This design comes from an exercise in tuning for small area on the open sky130 flow, not from production work.
Function was checked by simulation only, so behaviour that the tests miss may differ from the original.
Power and IR drop assume default switching activity.

== trial 29 ==
// crtc6845
module crtc6845 (
    input             clk,
    input             rst,
    input             ce,
    input             bus_en,
    input             bus_rs,
    input             bus_rw,
    input      [7:0]  bus_din,
    input             lpstb,
    output     [7:0]  dout,
    output            de,
    output            hsync,
    output            vsync,
    output            cursor,
    output     [13:0] ma,
    output     [4:0]  ra,
    output            frame_start,
    output            geom_evt,
    output            geom_valid,
    output            upd_valid,
    output     [13:0] upd_addr,
    output            upd_strobe
);
Size: ~1900 cells after synthesis, roughly 0.014 sq mm of cells after synthesis.
Settings: LEC_CHECK=0, ABC_AREA=1, CAP_MARGIN=20, CORE_MARGIN=2, CORE_UTILIZATION=40, CTS_BUF_LIST=sky130_fd_sc_hd__clkbuf_8, CTS_CLUSTER_DIAMETER=60, CTS_CLUSTER_SIZE=12, GPL_TIMING_DRIVEN=0, PLACE_DENSITY=0.6, SLEW_MARGIN=20; clock period 15.0 ns.
standard.sh (not shown) runs the stock make flow with config.mk's settings and CLKGATE_MAP_FILE= SYNTH_SCRIPT=/design/flow/synth_recipe.tcl, a recipe that flattens the netlist after the stock synthesis.
==> flow/flow/run.sh <==
#!/bin/bash
# Own layout flow: the standard flow (standard.sh, ORFS scripts and
# settings) with these changes to how the layout is made:
#  - ABC maps the logic with an area-oriented script (&deepsyn, then dch +
#    amap twice) in place of ORFS's abc_area.script;
#  - no ADDER_MAP_FILE, so the ripple arithmetic of the RTL is left to ABC
#    instead of being extracted into fa/ha cells first;
#  - ports are buffered with sky130_fd_sc_hd__buf_1 (still one buffer per port);
#  - the clock tree uses clusters of 12 sinks under clkbuf_8 leaf buffers, a
#    clkbuf_4 root and no dummy loads.
# Each tool's output goes to its own log under orfs/logs; the make output
# goes to standard_flow.log in this folder.
set -euo pipefail
here=$(pwd)
mkdir -p "$here/scripts_mod"
cp -r "$FLOW_HOME/scripts/." "$here/scripts_mod/"
cp "$here/flow/abc_area.script" "$here/scripts_mod/abc_area.script"
cts="-sink_clustering_enable -repair_clock_nets -sink_clustering_size 12"
cts="$cts -sink_clustering_max_diameter 60 -buf_list sky130_fd_sc_hd__clkbuf_8"
cts="$cts -root_buf sky130_fd_sc_hd__clkbuf_4 -dont_use_dummy_load"
bash "$here/standard.sh" SCRIPTS_DIR="$here/scripts_mod" ADDER_MAP_FILE= \
    "BUFFER_PORTS_ARGS=-buffer_cell sky130_fd_sc_hd__buf_1" "CTS_ARGS=$cts" \
    finish > "$here/standard_flow.log" 2>&1
==> flow/flow/abc_area.script <==
strash
&get -n
&deepsyn -J 50 -T 300
&put
dch -f
amap
strash
dch -f
amap
topo
Inputs modified between trial 29 and trial 94:
--- a/flow/design.v
+++ b/flow/design.v
@@ -115,28 +115,27 @@
     wire [4:0] vsw_old = (r_sync_width[7:4] == 4'd0) ? 5'd16 : {1'b0, r_sync_width[7:4]};
     wire [4:0] vsw_new = (bus_din[7:4] == 4'd0) ? 5'd16 : {1'b0, bus_din[7:4]};
     wire [4:0] hsw_min = lt(hsw_old, hsw_new) ? hsw_old : hsw_new;
     wire [4:0] vsw_min = lt(vsw_old, vsw_new) ? vsw_old : vsw_new;
     wire sw_changed = ((bus_din[3:0] != r_sync_width[3:0]) && !lt({6'd0, dh}, {11'd0, hsw_min} | 16'h200))
                    || ((bus_din[7:4] != r_sync_width[7:4]) && lt({11'd0, vsw_min} | 16'h40, {9'd0, vlim}));
-    reg [7:0] fsel, fmask;
+    reg field_changed;
     always @* begin
-        fsel = 8'd0; fmask = 8'd0;
         case (al)
-            6'd0:    begin fsel = r_htotal;             fmask = 8'hFF; end
-            6'd1:    begin fsel = r_hdisp;              fmask = 8'hFF; end
-            6'd2:    begin fsel = r_hsync_pos;          fmask = 8'hFF; end
-            6'd4:    begin fsel = {1'b0, r_vtotal};     fmask = 8'h7F; end
-            6'd5:    begin fsel = {3'b0, r_vtotal_adj}; fmask = 8'h1F; end
-            6'd6:    begin fsel = {1'b0, r_vdisp};      fmask = 8'h7F; end
-            6'd7:    begin fsel = {1'b0, r_vsync_pos};  fmask = 8'h7F; end
-            6'd9:    begin fsel = {3'b0, r_max_ras};    fmask = 8'h1F; end
-            default: ;
+            6'd0:    field_changed = bus_din != r_htotal;
+            6'd1:    field_changed = bus_din != r_hdisp;
+            6'd2:    field_changed = bus_din != r_hsync_pos;
+            6'd3:    field_changed = sw_changed;
+            6'd4:    field_changed = bus_din[6:0] != r_vtotal;
+            6'd5:    field_changed = bus_din[4:0] != r_vtotal_adj;
+            6'd6:    field_changed = bus_din[6:0] != r_vdisp;
+            6'd7:    field_changed = bus_din[6:0] != r_vsync_pos;
+            6'd9:    field_changed = bus_din[4:0] != r_max_ras;
+            default: field_changed = 1'b0;
         endcase
     end
-    wire field_changed = (al == 6'd3) ? sw_changed : ((bus_din & fmask) != fsel);
     assign dout        = dout_q;
     assign de          = de_q;
     assign hsync       = hs_q;
     assign vsync       = vs_q;
     assign cursor      = cur_q;
     assign ma          = add({2'd0, line_addr}, {8'd0, cc}, 1'b0);
### Flow results
- Trial 29 → trial 94: share of cell area taken by multi-input logic gates climbed 0.23 points, post-route met1 wirelength climbed 2.1%, final design instance area without fill closely matched the old numbers, relative max-transition margin moved down.
- Power ended up 25% higher on trial 94 than on trial 29.
- Peak supply drop, trial 94 and trial 29: lower on trial 29
- Any difference in total number of nets in the final design between trial 94 and trial 29 is small enough to ignore.
- Area taken by multi-input logic gates, trial 94 vs trial 29: up slightly

---

crtc6845, a different RTL version from the one above (not shown whole).
For scale: roughly 260 flip-flops, roughly 65 I/O pins, roughly 0.014 mm2 of cells after synthesis.
// crtc6845
module crtc6845 (
    input             clk,
    input             rst,
    input             ce,
    input             bus_en,
    input             bus_rs,
    input             bus_rw,
    input      [7:0]  bus_din,
    input             lpstb,
    output     [7:0]  dout,
    output            de,
    output            hsync,
    output            vsync,
    output            cursor,
    output     [13:0] ma,
    output     [4:0]  ra,
    output            frame_start,
    output            geom_evt,
    output            geom_valid,
    output            upd_valid,
    output     [13:0] upd_addr,
    output            upd_strobe
);
    localparam [2:0] UPD_DELAY = 3'd4;
    function [15:0] add;
        input [15:0] a, b;
        input        ci;
        integer i;
        reg     c;
        begin
            c = ci;
            for (i = 0; i < 16; i = i + 1) begin
                add[i] = a[i] ^ b[i] ^ c;
                c      = (a[i] & b[i]) | (c & (a[i] ^ b[i]));
            end
        end
    endfunction
    function lt;
        input [15:0] a, b;
        integer i;
        reg     l;
        begin
            l = 1'b0;
            for (i = 0; i < 16; i = i + 1)
                l = (~a[i] & b[i]) | (~(a[i] ^ b[i]) & l);
            lt = l;
        end
    endfunction
  ...
clock: 15.0 ns
lec_check: 0
abc_area: 1
cap_margin: 20
core_margin: 2
core_utilization: 40
cts_buf_list: sky130_fd_sc_hd__clkbuf_16
cts_cluster_diameter: 100
cts_cluster_size: 25
gpl_timing_driven: 0
place_density: 0.6
slew_margin: 20
==> flow/flow/run.sh <==
#!/bin/bash
# Own layout flow: the standard flow (standard.sh, ORFS scripts and
# settings) with these changes to how the layout is made:
#  - ABC maps the logic with an area-oriented script (&deepsyn, then dch +
#    amap twice) in place of ORFS's abc_area.script;
#  - no ADDER_MAP_FILE, so the ripple arithmetic of the RTL is left to ABC
#    instead of being extracted into fa/ha cells first;
#  - ports are buffered with sky130_fd_sc_hd__buf_1 (still one buffer per port);
#  - the clock tree uses clusters of 25 sinks under clkbuf_16 leaf buffers, a
#    clkbuf_4 root and no dummy loads.
# Each tool's output goes to its own log under orfs/logs; the make output
# goes to standard_flow.log in this folder.
set -euo pipefail
here=$(pwd)
mkdir -p "$here/scripts_mod"
cp -r "$FLOW_HOME/scripts/." "$here/scripts_mod/"
cp "$here/flow/abc_area.script" "$here/scripts_mod/abc_area.script"
cts="-sink_clustering_enable -repair_clock_nets -sink_clustering_size 25"
cts="$cts -sink_clustering_max_diameter 100 -buf_list sky130_fd_sc_hd__clkbuf_16"
cts="$cts -root_buf sky130_fd_sc_hd__clkbuf_4 -dont_use_dummy_load"
bash "$here/standard.sh" SCRIPTS_DIR="$here/scripts_mod" ADDER_MAP_FILE= \
    "BUFFER_PORTS_ARGS=-buffer_cell sky130_fd_sc_hd__buf_1" "CTS_ARGS=$cts" \
    finish > "$here/standard_flow.log" 2>&1
Scripts as last shown in full above: flow/flow/abc_area.script
The starting point finished with timing, DRC and antenna clean.
Then changed:
--- a/flow/design.v
+++ b/flow/design.v
@@ -106,42 +106,41 @@
     wire v_son_ok  = lt(16'h40, {9'd0, vlim});
     wire v_disp_ok = kd[7] || !lt({11'd0, r_vtotal_adj}, pd);
     wire [9:0] dh = add({8'd0, r_htotal}, {6'h3F, 2'b11, ~r_hsync_pos}, 1'b1) ^ 10'h200;
     wire [7:0] hd_m1 = add({8'd0, r_hdisp}, 16'hFFFF, 1'b0);
     wire g_ok = (r_hdisp != 8'd0) && !lt({8'd0, r_htotal}, {8'd0, hd_m1})
              && dh[9]
              && (r_vdisp != 7'd0) && v_disp_ok && v_son_ok;
     wire [4:0] hsw_old = (r_sync_width[3:0] == 4'd0) ? 5'd16 : {1'b0, r_sync_width[3:0]};
     wire [4:0] hsw_new = (bus_din[3:0] == 4'd0) ? 5'd16 : {1'b0, bus_din[3:0]};
     wire [4:0] vsw_old = (r_sync_width[7:4] == 4'd0) ? 5'd16 : {1'b0, r_sync_width[7:4]};
     wire [4:0] vsw_new = (bus_din[7:4] == 4'd0) ? 5'd16 : {1'b0, bus_din[7:4]};
-    wire sw_changed = ((bus_din[3:0] != r_sync_width[3:0])
-                       && (!lt({6'd0, dh}, {11'd0, hsw_old} | 16'h200) || !lt({6'd0, dh}, {11'd0, hsw_new} | 16'h200)))
-                   || ((bus_din[7:4] != r_sync_width[7:4])
-                       && (lt({11'd0, vsw_old} | 16'h40, {9'd0, vlim}) || lt({11'd0, vsw_new} | 16'h40, {9'd0, vlim})));
-    reg [7:0] fsel, fmask;
+    wire [4:0] hsw_min = lt(hsw_old, hsw_new) ? hsw_old : hsw_new;
+    wire [4:0] vsw_min = lt(vsw_old, vsw_new) ? vsw_old : vsw_new;
+    wire sw_changed = ((bus_din[3:0] != r_sync_width[3:0]) && !lt({6'd0, dh}, {11'd0, hsw_min} | 16'h200))
+                   || ((bus_din[7:4] != r_sync_width[7:4]) && lt({11'd0, vsw_min} | 16'h40, {9'd0, vlim}));
+    reg field_changed;
     always @* begin
-        fsel = 8'd0; fmask = 8'd0;
         case (al)
-            6'd0:    begin fsel = r_htotal;             fmask = 8'hFF; end
-            6'd1:    begin fsel = r_hdisp;              fmask = 8'hFF; end
-            6'd2:    begin fsel = r_hsync_pos;          fmask = 8'hFF; end
-            6'd4:    begin fsel = {1'b0, r_vtotal};     fmask = 8'h7F; end
-            6'd5:    begin fsel = {3'b0, r_vtotal_adj}; fmask = 8'h1F; end
-            6'd6:    begin fsel = {1'b0, r_vdisp};      fmask = 8'h7F; end
-            6'd7:    begin fsel = {1'b0, r_vsync_pos};  fmask = 8'h7F; end
-            6'd9:    begin fsel = {3'b0, r_max_ras};    fmask = 8'h1F; end
-            default: ;
+            6'd0:    field_changed = bus_din != r_htotal;
+            6'd1:    field_changed = bus_din != r_hdisp;
+            6'd2:    field_changed = bus_din != r_hsync_pos;
+            6'd3:    field_changed = sw_changed;
+            6'd4:    field_changed = bus_din[6:0] != r_vtotal;
+            6'd5:    field_changed = bus_din[4:0] != r_vtotal_adj;
+            6'd6:    field_changed = bus_din[6:0] != r_vdisp;
+            6'd7:    field_changed = bus_din[6:0] != r_vsync_pos;
+            6'd9:    field_changed = bus_din[4:0] != r_max_ras;
+            default: field_changed = 1'b0;
         endcase
     end
-    wire field_changed = (al == 6'd3) ? sw_changed : ((bus_din & fmask) != fsel);
     assign dout        = dout_q;
     assign de          = de_q;
     assign hsync       = hs_q;
     assign vsync       = vs_q;
     assign cursor      = cur_q;
     assign ma          = add({2'd0, line_addr}, {8'd0, cc}, 1'b0);
     assign ra          = ra_q;
     assign frame_start = frame_q;
     assign geom_evt    = restart_q && g_ok;
     assign geom_valid  = g_ok;
     assign upd_valid   = upd_valid_q;
What happened:
- register-to-register slack degrades by 0.71 ns
- clock power is higher by about 2%
- combinational power is higher by 110%
- power is higher by 22%
- via count is higher by 2.8%

static timing again, ports no longer ideal:
In the flow no input, the clock included, has a driving cell. The finished layouts below were timed again as built, in two steps. Step 1 (the two cells are an assumption about what drives the block):
set clk [get_ports {clk}]
set_driving_cell -lib_cell sky130_fd_sc_hd__clkbuf_16 $clk
set_driving_cell -lib_cell sky130_fd_sc_hd__buf_2 [delete_from_list [all_inputs] $clk]
Step 2 adds t to the input delays and takes it off the output delays; t is the mean of the earliest and latest rising clock arrival at the registers after step 1. Input paths then give back, and output paths get back, about the clock's delay inside the block. a / b / c = no drivers / after step 1 / after step 2; a / b = the first two.
| run | t, ns | setup WS [ns] | cell pins on the clock port's net |
|---|---|---|---|
| trial 29 | 0.792 | 5.299 / 5.253 / 5.797 | 1 |
| trial 94 | 0.782 | 4.287 / 4.287 / 4.287 | 1 |
| the first run of note 2 | 0.730 | 4.233 / 4.185 / 4.899 | 1 |
| the second run of note 2 | 0.731 | 4.189 / 4.189 / 4.189 | 1 |
After both steps setup and hold are still met in every run listed.
